From an optimization exercise on the open Yosys and OpenROAD flow, aimed at small area, a short achievable clock period and few clock cycles per item; shortcuts taken in it are not production practice. Only simulation tests tie the RTL to the original design; equivalence was not proved. Power is estimated from default activity; no workload was simulated.

--- design/flow/config.mk ---
export PLATFORM = sky130hd
export DESIGN_NAME = fm_mixer
export DESIGN_NICKNAME = fm_mixer
export VERILOG_FILES = /design/flow/design.v
export SDC_FILE = /design/flow/constraint.sdc
export NUM_CORES = 4
export LEC_CHECK = 0
export CAP_MARGIN = 20
export CORE_MARGIN = 2
export CORE_UTILIZATION = 40
export SLEW_MARGIN = 20
--- design/flow/run.sh ---
#!/bin/bash
# synth_recipe.tcl (not shown) runs the flow's synth.tcl, then flattens the netlist and writes it again
# the make line also repeats each setting of config.mk as NAME=value (left out here)
make -C /OpenROAD-flow-scripts/flow DESIGN_CONFIG=/design/flow/config.mk WORK_HOME=/design/flow/orfs CLKGATE_MAP_FILE= SYNTH_SCRIPT=/design/flow/synth_recipe.tcl finish
--- design/flow/design.v ---
module fp_add (
    input  wire [31:0] a,
    input  wire [31:0] b,
    output reg  [31:0] y
);
    wire       a_nan = (a[30:23] == 8'hFF) && (a[22:0] != 0);
    wire       b_nan = (b[30:23] == 8'hFF) && (b[22:0] != 0);
    wire       a_inf = (a[30:23] == 8'hFF) && (a[22:0] == 0);
    wire       b_inf = (b[30:23] == 8'hFF) && (b[22:0] == 0);
    wire        a_ge = (a[30:0] >= b[30:0]);
    wire [31:0] x    = a_ge ? a : b;
    wire [31:0] z    = a_ge ? b : a;
    wire        sx   = x[31];
    wire        sub  = x[31] ^ z[31];
    wire [7:0]  ex   = (x[30:23] == 0) ? 8'd1 : x[30:23];
    wire [7:0]  ez   = (z[30:23] == 0) ? 8'd1 : z[30:23];
    wire [23:0] mx   = {x[30:23] != 0, x[22:0]};
    wire [23:0] mz   = {z[30:23] != 0, z[22:0]};
    wire [7:0]  d    = ex - ez;
    wire [26:0] mx_al = {mx, 3'b000};
    wire [49:0] mz_sh = {mz, 26'b0} >> d;
    wire [26:0] mz_al = (d >= 8'd26) ? {26'b0, |mz} : {mz_sh[49:24], |mz_sh[23:0]};
    wire [27:0] s = sub ? ({1'b0, mx_al} - {1'b0, mz_al}) : ({1'b0, mx_al} + {1'b0, mz_al});
    reg [4:0]  lz;
    reg [4:0]  sh;
    reg [26:0] n;
    reg        stk;
    reg [8:0]  e;
    reg [30:0] pack;
    reg        inc;
    integer    i;
    always @* begin
        lz = 5'd27;
        for (i = 0; i < 27; i = i + 1)
            if (s[i]) lz = 5'd26 - i[4:0];
        stk = 1'b0;
        sh  = 5'd0;
        if (s[27]) begin
            n   = s[27:1];
            stk = s[0];
            e   = {1'b0, ex} + 9'd1;
        end else begin
            if ({3'b0, lz} < ex - 8'd1) sh = lz;
            else                        sh = ex[4:0] - 5'd1;
            n  = s[26:0] << sh;
            e  = {1'b0, ex} - {4'b0, sh};
        end
        pack = {(n[26] ? e[7:0] : 8'd0), n[25:3]};
        inc  = n[2] & (n[1] | n[0] | stk | n[3]);
        if (a_nan || b_nan || (a_inf && b_inf && (a[31] != b[31])))
            y = 32'h7FC00000;
        else if (a_inf)
            y = a;
        else if (b_inf)
            y = b;
        else if (s == 0)
            y = {sub ? 1'b0 : sx, 31'b0};
        else if (e >= 9'd255)
            y = {sx, 8'hFF, 23'b0};
        else
            y = {sx, pack + {30'b0, inc}};
    end
endmodule
module fp_mul (
    input  wire [31:0] a,
    input  wire [31:0] b,
    output reg  [31:0] y
);
    wire       a_nan  = (a[30:23] == 8'hFF) && (a[22:0] != 0);
    wire       b_nan  = (b[30:23] == 8'hFF) && (b[22:0] != 0);
    wire       a_inf  = (a[30:23] == 8'hFF) && (a[22:0] == 0);
    wire       b_inf  = (b[30:23] == 8'hFF) && (b[22:0] == 0);
    wire       a_zero = (a[30:0] == 0);
    wire       b_zero = (b[30:0] == 0);
    wire       sy     = a[31] ^ b[31];
    wire [7:0]  ea = (a[30:23] == 0) ? 8'd1 : a[30:23];
    wire [7:0]  eb = (b[30:23] == 0) ? 8'd1 : b[30:23];
    wire [23:0] ma = {a[30:23] != 0, a[22:0]};
    wire [23:0] mb = {b[30:23] != 0, b[22:0]};
    wire [47:0] p = ma * mb;
    reg [5:0]         lz;
    reg [47:0]        pn;
    reg signed [10:0] e;
    reg [10:0]        rs;
    reg [47:0]        q;
    reg               lost;
    reg [30:0]        pack;
    reg               g;
    reg               stk;
    reg               inc;
    integer           i;
    always @* begin
        lz = 6'd48;
        for (i = 0; i < 48; i = i + 1)
            if (p[i]) lz = 6'd47 - i[5:0];
        pn = p << lz;
        e  = $signed({3'b0, ea}) + $signed({3'b0, eb}) - 11'sd126 - $signed({5'b0, lz});
        rs   = 11'd0;
        q    = pn;
        lost = 1'b0;
        if (e <= 0) begin
            rs = 11'd1 - e;
            if (rs >= 11'd48) begin
                q    = 48'b0;
                lost = |pn;
            end else begin
                q    = pn >> rs;
                lost = |(pn & ~({48{1'b1}} << rs));
            end
        end
        pack = {(e > 0 ? e[7:0] : 8'd0), q[46:24]};
        g    = q[23];
        stk  = (|q[22:0]) | lost;
        inc  = g & (stk | q[24]);
        if (a_nan || b_nan || (a_inf && b_zero) || (b_inf && a_zero))
            y = 32'h7FC00000;
        else if (a_inf || b_inf)
            y = {sy, 8'hFF, 23'b0};
        else if (a_zero || b_zero)
            y = {sy, 31'b0};
        else if (e >= 11'sd255)
            y = {sy, 8'hFF, 23'b0};
        else
            y = {sy, pack + {30'b0, inc}};
    end
endmodule
module fm_mixer (
    input  wire        clk,
    input  wire        rst,
    input  wire        in_valid,
    output wire        in_ready,
    input  wire [31:0] fl,
    input  wire [31:0] fr,
    input  wire [31:0] rl,
    input  wire [31:0] rr,
    input  wire [31:0] pilot,
    input  wire [31:0] s38,
    input  wire [31:0] c38,
    input  wire [31:0] s76,
    input  wire [31:0] g_mono,
    input  wire [31:0] g_pilot,
    input  wire [31:0] g_s38,
    input  wire [31:0] g_c38,
    input  wire [31:0] g_s76,
    output reg         out_valid,
    output reg  [31:0] out_result
);
    localparam [31:0] QUARTER = 32'h3E800000;   
    localparam [31:0] SIGN    = 32'h80000000;
    localparam [4:0]  LAST    = 5'd26;
    reg        busy;
    reg [4:0]  step;
    reg [31:0] r_fl, r_fr, r_rl, r_rr, r_p, r_s38, r_c38, r_s76;
    reg [31:0] r_gm, r_gp, r_g1, r_g2, r_g3;
    reg [31:0] t_a, t_b, t_c, t_m, t_d1, t_d2, t_d3, t_acc;
    reg  [31:0] add_a, add_b, mul_a, mul_b;
    wire [31:0] add_y, mul_y;
    fp_add u_add (.a(add_a), .b(add_b), .y(add_y));
    fp_mul u_mul (.a(mul_a), .b(mul_b), .y(mul_y));
    assign in_ready = !busy;
    always @* begin
        add_a = 32'b0;
        add_b = 32'b0;
        mul_a = 32'b0;
        mul_b = 32'b0;
        case (step)
            5'd0:  begin add_a = r_fl;  add_b = r_fr;        end   
            5'd1:  begin add_a = t_a;   add_b = r_rl;        end   
            5'd2:  begin add_a = t_b;   add_b = r_rr;        end   
            5'd3:  begin mul_a = t_b;   mul_b = QUARTER;     end   
            5'd4:  begin add_a = r_fl;  add_b = r_rl;        end   
            5'd5:  begin add_a = r_fr;  add_b = r_rr;        end   
            5'd6:  begin add_a = t_b;   add_b = t_c ^ SIGN;  end   
            5'd7:  begin mul_a = t_b;   mul_b = QUARTER;     end   
            5'd8:  begin add_a = r_fl;  add_b = r_rr;        end   
            5'd9:  begin add_a = r_rl;  add_b = r_fr;        end   
            5'd10: begin add_a = t_b;   add_b = t_c ^ SIGN;  end   
            5'd11: begin mul_a = t_b;   mul_b = QUARTER;     end   
            5'd12: begin add_a = r_rl;  add_b = r_rr;        end   
            5'd13: begin add_a = t_a;   add_b = t_c ^ SIGN;  end   
            5'd14: begin mul_a = t_b;   mul_b = QUARTER;     end   
            5'd15: begin mul_a = t_m;   mul_b = r_gm;        end   
            5'd16: begin mul_a = r_p;   mul_b = r_gp;        end   
            5'd17: begin add_a = t_b;   add_b = t_c;         end   
            5'd18: begin mul_a = r_s38; mul_b = t_d1;        end   
            5'd19: begin mul_a = t_b;   mul_b = r_g1;        end   
            5'd20: begin add_a = t_acc; add_b = t_b;         end   
            5'd21: begin mul_a = r_c38; mul_b = t_d2;        end   
            5'd22: begin mul_a = t_b;   mul_b = r_g2;        end   
            5'd23: begin add_a = t_acc; add_b = t_b;         end   
            5'd24: begin mul_a = r_s76; mul_b = t_d3;        end   
            5'd25: begin mul_a = t_b;   mul_b = r_g3;        end   
            5'd26: begin add_a = t_acc; add_b = t_b;         end   
            default: ;
        endcase
    end
    always @(posedge clk) begin
        if (rst) begin
            busy      <= 1'b0;
            step      <= 5'd0;
            out_valid <= 1'b0;
        end else begin
            out_valid <= 1'b0;
            if (!busy) begin
                if (in_valid) begin
                    busy <= 1'b1;
                    step <= 5'd0;
                end
            end else begin
                step <= step + 5'd1;
                if (step == LAST) begin
                    busy      <= 1'b0;
                    out_valid <= 1'b1;
                end
            end
        end
    end
    always @(posedge clk) begin
        if (!busy) begin
            if (in_valid) begin
                r_fl  <= fl;
                r_fr  <= fr;
                r_rl  <= rl;
                r_rr  <= rr;
                r_p   <= pilot;
                r_s38 <= s38;
                r_c38 <= c38;
                r_s76 <= s76;
                r_gm  <= g_mono;
                r_gp  <= g_pilot;
                r_g1  <= g_s38;
                r_g2  <= g_c38;
                r_g3  <= g_s76;
            end
        end else begin
            case (step)
                5'd0:  t_a   <= add_y;
                5'd1:  t_b   <= add_y;
                5'd2:  t_b   <= add_y;
                5'd3:  t_m   <= mul_y;
                5'd4:  t_b   <= add_y;
                5'd5:  t_c   <= add_y;
                5'd6:  t_b   <= add_y;
                5'd7:  t_d1  <= mul_y;
                5'd8:  t_b   <= add_y;
                5'd9:  t_c   <= add_y;
                5'd10: t_b   <= add_y;
                5'd11: t_d2  <= mul_y;
                5'd12: t_c   <= add_y;
                5'd13: t_b   <= add_y;
                5'd14: t_d3  <= mul_y;
                5'd15: t_b   <= mul_y;
                5'd16: t_c   <= mul_y;
                5'd17: t_acc <= add_y;
                5'd18: t_b   <= mul_y;
                5'd19: t_b   <= mul_y;
                5'd20: t_acc <= add_y;
                5'd21: t_b   <= mul_y;
                5'd22: t_b   <= mul_y;
                5'd23: t_acc <= add_y;
                5'd24: t_b   <= mul_y;
                5'd25: t_b   <= mul_y;
                5'd26: out_result <= add_y;
                default: ;
            endcase
        end
    end
endmodule
--- design/flow/constraint.sdc ---
create_clock -name core_clock -period 20.0 [get_ports {clk}]
set_input_delay 4.0000 -clock core_clock [delete_from_list [all_inputs] [get_ports {clk}]]
set_output_delay 4.0000 -clock core_clock [all_outputs]
set_load 0.01 [all_outputs]
==> summary.md <==
| Metric | Value |
|---|---|
| Clk latency of the worst-skew pair | `0.67 ns` |
| Hold path depth | `2` |
| Yosys cell types | `127` |
| Post-synthesis sequential element count | `a little over 700` |
| Worst Reg-to-Reg Cells | `73` |
| Worst path slowest cell | `nor4_1` |
| Hold Path Sink | `step[0]` |
| Io pins | `453` |
| Relative slew margins | `0.178` |
| DR pass1 iterations | `14` |
| Pwr Density | `124 nW/µm²` |
| Via count | `between 60k and 70k` |
| Outcome | `timing/DRC/antenna clean` |
| DRT Wirelength | `317 mm` |
| Worst setup margin | `1.00 ns` |
| Area added between synthesis and finish | `17.0%` |
| FFs w/ async S/R, synth | `0` |
| # rows | `between 150 and 200` |
| Post-Syn Instances | `between 7k and 8k` |
| Leading cell types in the layout, fill and taps excluded | `nand2_1 (972), edfxtp_1 (704), inv_1 (526), fa_1 (487), clkdlybuf4s50_1 (452)` |
| Syn nets | `8,508` |
| Flop-to-flop setup slack | `1.00 ns` |
| Final net count | `9,000` |
| Vias in the first global route | `63.8k` |
| Final Max Tran Viols | `0` |
| Register area share after synthesis | `0.312` |
| Peak VDD IR | `155 µV` |
| Critical path peak fanout | `32` |
| Post-route clock period utilization | `0.950` |
| Hold Startpoint | `step[0]` |
| Minimum clock period | `around 19 ns` |
| Post-route setup TNS | `0 ns` |
| Post-place setup slack | `0.837 ns` |
| RR Startpoint | `step[0]` |
| Worst path required time | `20.40 ns` |
| Initial DRC Count | `9,433` |
| H-Tree Depth | `3` |
| First-pass GRT wire length | `455 mm` |
| CTS root buf | `clkbuf_16` |
| Clock buffer depth | `3` |
| Clock-pin slew of the registers on the worst-case setup and hold paths | `0.06 ns` |
| Max-cap violation count | `0` |
| Storage cell area | `between 20,000 and 25,000 µm²` |
| Share of cells above drive strength 1 | `0.0993` |
| Crit path top cell by count | `buf_4` |
| Final setup vio count | `0` |
| CP arrival | `19.40 ns` |
| Routability cong. | `1.05` |
| Initial Utilization | `0.403` |
| Synth area leaders | `edfxtp_1 (31%), fa_1 (14%), ha_1 (5.6%), nand2_1 (5.3%), inv_1 (2.9%)` |
| Antenna violations before repair | `21` |
| Synth Cell Area | `68,300 µm²` |
| Post-synth top area share | `0.310` |
| Synth warn | `3` |
| Startpoint Class | `flip-flop` |
| Pin count of the biggest net entering global routing | `94` |
| Drt via density | `between 6 and 7` |
| Fill cells | `16.0k` |
| Reg-to-Reg End | `t_b[24]` |
| Worst setup EP type | `flip-flop` |
| Die H | `417 µm` |
| Core Area | `around 170,000 µm²` |
| Final Hold Fails | `0` |
| Die area | `174,000 µm²` |
| Primary FF master, synth | `edfxtp_1` |
| Crit path kind | `reg -> reg` |
| DRC | `0` |
| CTS Buf Count | `74` |
| Port bufs | `452` |
| Worst stage delay on the critical path | `0.64 ns` |
| Gr usage total | `0.356` |
| Post-DRT Antenna Nets | `0` |
| Postcts setup bufs | `0` |
| Synth Area per Inst | `9.36 µm²` |
| Total gr overflow | `0` |
| WL/cell | `31.5 µm` |
| Dpl hpwl | `around 250 mm` |
| Horiz. Die Dim | `417 µm` |
| Fmax | `about 53 MHz` |
| Worst-Margin Slew | `1.22 ns` |
| Clk sinks | `about 710` |
| Yosys top cell by area | `edfxtp_1` |
| Type of the tightest min-delay check | `reg -> reg` |
| TritonCTS clock tree | `done` |
| Clk_skew | `0.0476 ns` |
| RSZ-0062 raised after global routing | `no` |
| Footprint of the multi-input gates | `43,500 µm²` |
| Number of synthesized flops with an enable pin | `704` |
| Commonest non-fill, non-tap cell in the layout | `nand2_1` |
| Leak | `between 20 and 30 nW` |
synth_stat cells (30+ instances only):
cell type  instances
a211o_1           40
a211oi_1          74
a21o_1            76
a21oi_1          336
a221oi_1          67
a222oi_1          71
a22o_1            79
a22oi_1          177
a31oi_1           70
a32oi_1           30
and2_1           171
and3_1            65
buf_1             55
buf_2             50
clkbuf_1         349
edfxtp_1         704
fa_1             487
ha_1             307
inv_1            527
mux2_2            42
mux2i_1           80
nand2_1          972
nand2b_1          52
nand3_1          263
nand4_1           59
nor2_1           439
nor2b_1           37
nor3_1           166
nor4_1            77
o211ai_1         100
o21a_1            47
o21ai_0          277
o221ai_1          44
o22ai_1           63
or2_2             35
or3_1             48
xnor2_1          100
xor2_1            41
power by group:
part	total, W	leakage [nW]	switching [W]	internal (W)
clock network	0.00142	1.18	0.000623	0.000801
registers	0.00220	6.66	0.000122	0.00208
logic	0.00626	21.2	0.00403	0.00223
critical path, delay by kind of cell (launching register included):
family,cells,cell delay (ns)
mux,4,0.74
buf+inv,9,1.68
fa+ha+maj,5,1.40
flops,1,0.41
compound gates,31,8.05
simple gates,22,5.63
xor+xnor,2,0.77
what timing repair did:
item / in CTS / in global routing
endpoints found under the setup margin: 0 / 159
hold buffers: 0 / 0
resized for setup: 0 / 19
metal layers:
metal	up-vias	global-route usage	share of wire
li1	28000	-	-
met1	32700	0.472	0.39
met2	4275	0.560	0.45
met3	691	0.0638	0.10
met4	4	0.178	0.059
met5	-	0	0.000088
stage by stage:
step | std cells | hold slack [ns] | utilization | cell area (µm²) | power (W)
finish | 10100 | 0.612 | 0.471 | 79900 | 0.00988
floorplan | 7295 | 0.548 | - | 68300 | 0.00564
CTS | 10100 | 0.614 | 0.470 | 79700 | 0.00964
global placement | 9927 | 0.566 | 0.456 | 77200 | 0.00823
global route | 10100 | 0.650 | 0.471 | 79800 | 0.0103
detailed placement | 9927 | 0.599 | 0.456 | 77300 | 0.00822
cells by family (layout without fill, tap and decap cells):
family / after synthesis / in the layout / synth area share
xor gates and xnor gates: 144 / 144 / 0.0190
adders and majority gates: 795 / 795 / 0.199
AOI/OAI and AO/OA: 1980 / 1980 / 0.210
and+or+nand+nor: 2516 / 2516 / 0.176
DFF: 711 / 711 / 0.312
buffers and inverters: 999 / 1547 / 0.0564
muxes: 150 / 150 / 0.0276
other: 0 / 13 / 0
layout make-up:
class / count / area share
multi-input combinational: 5585 / 0.544
sequential: 711 / 0.266
timing repair buffer: 878 / 0.0983
tap: 2218 / 0.0348
inverter: 537 / 0.0252
clock buffer: 93 / 0.0242
clock inverter: 39 / 0.00644
antenna: 13 / 0.000407
worst max-delay path by stage:
stage | startpoint | to | slack [ns] | depth (start not counted)
final | step[0] | t_b[24] | 1.00 | 73
after CTS | step[0] | t_b[9] | 0.75 | 80
after floorplan | step[0] | out_result[13] | 2.27 | 86
after global placement | step[0] | t_c[9] | 0.99 | 78
after detailed placement | step[0] | t_b[9] | 0.84 | 80
after global routing | step[0] | t_b[28] | 0.04 | 74
Testbench counts, summed over its fixed seeds: cycles 28,680, items 1,024.

## what the ideal ports hide
How much do the figures lean on ideal ports? The routed layout below was timed once more, with nothing changed but the port constraints.
Step 1 (the two cells are an assumption about what drives the block):
set clk [get_ports {clk}]
set_driving_cell -lib_cell sky130_fd_sc_hd__clkbuf_16 $clk
set_driving_cell -lib_cell sky130_fd_sc_hd__buf_2 [delete_from_list [all_inputs] $clk]
Step 2, shift: input delay + t, output delay - t, t = (earliest + latest rising clock arrival at the registers) / 2. This alone moves slack from input paths to output paths.
Three values: ideal, step 1, step 2; two values: the first two.
t (ns): 0.716
slack for setup (ns): 1.002 / 1.002 / 1.002
worst setup path after step 2: register to register
After both steps this run still meets setup and hold. For this run, drivers alone change the setup slack by 0.000 ns; drivers and shift together by 0.000 ns.
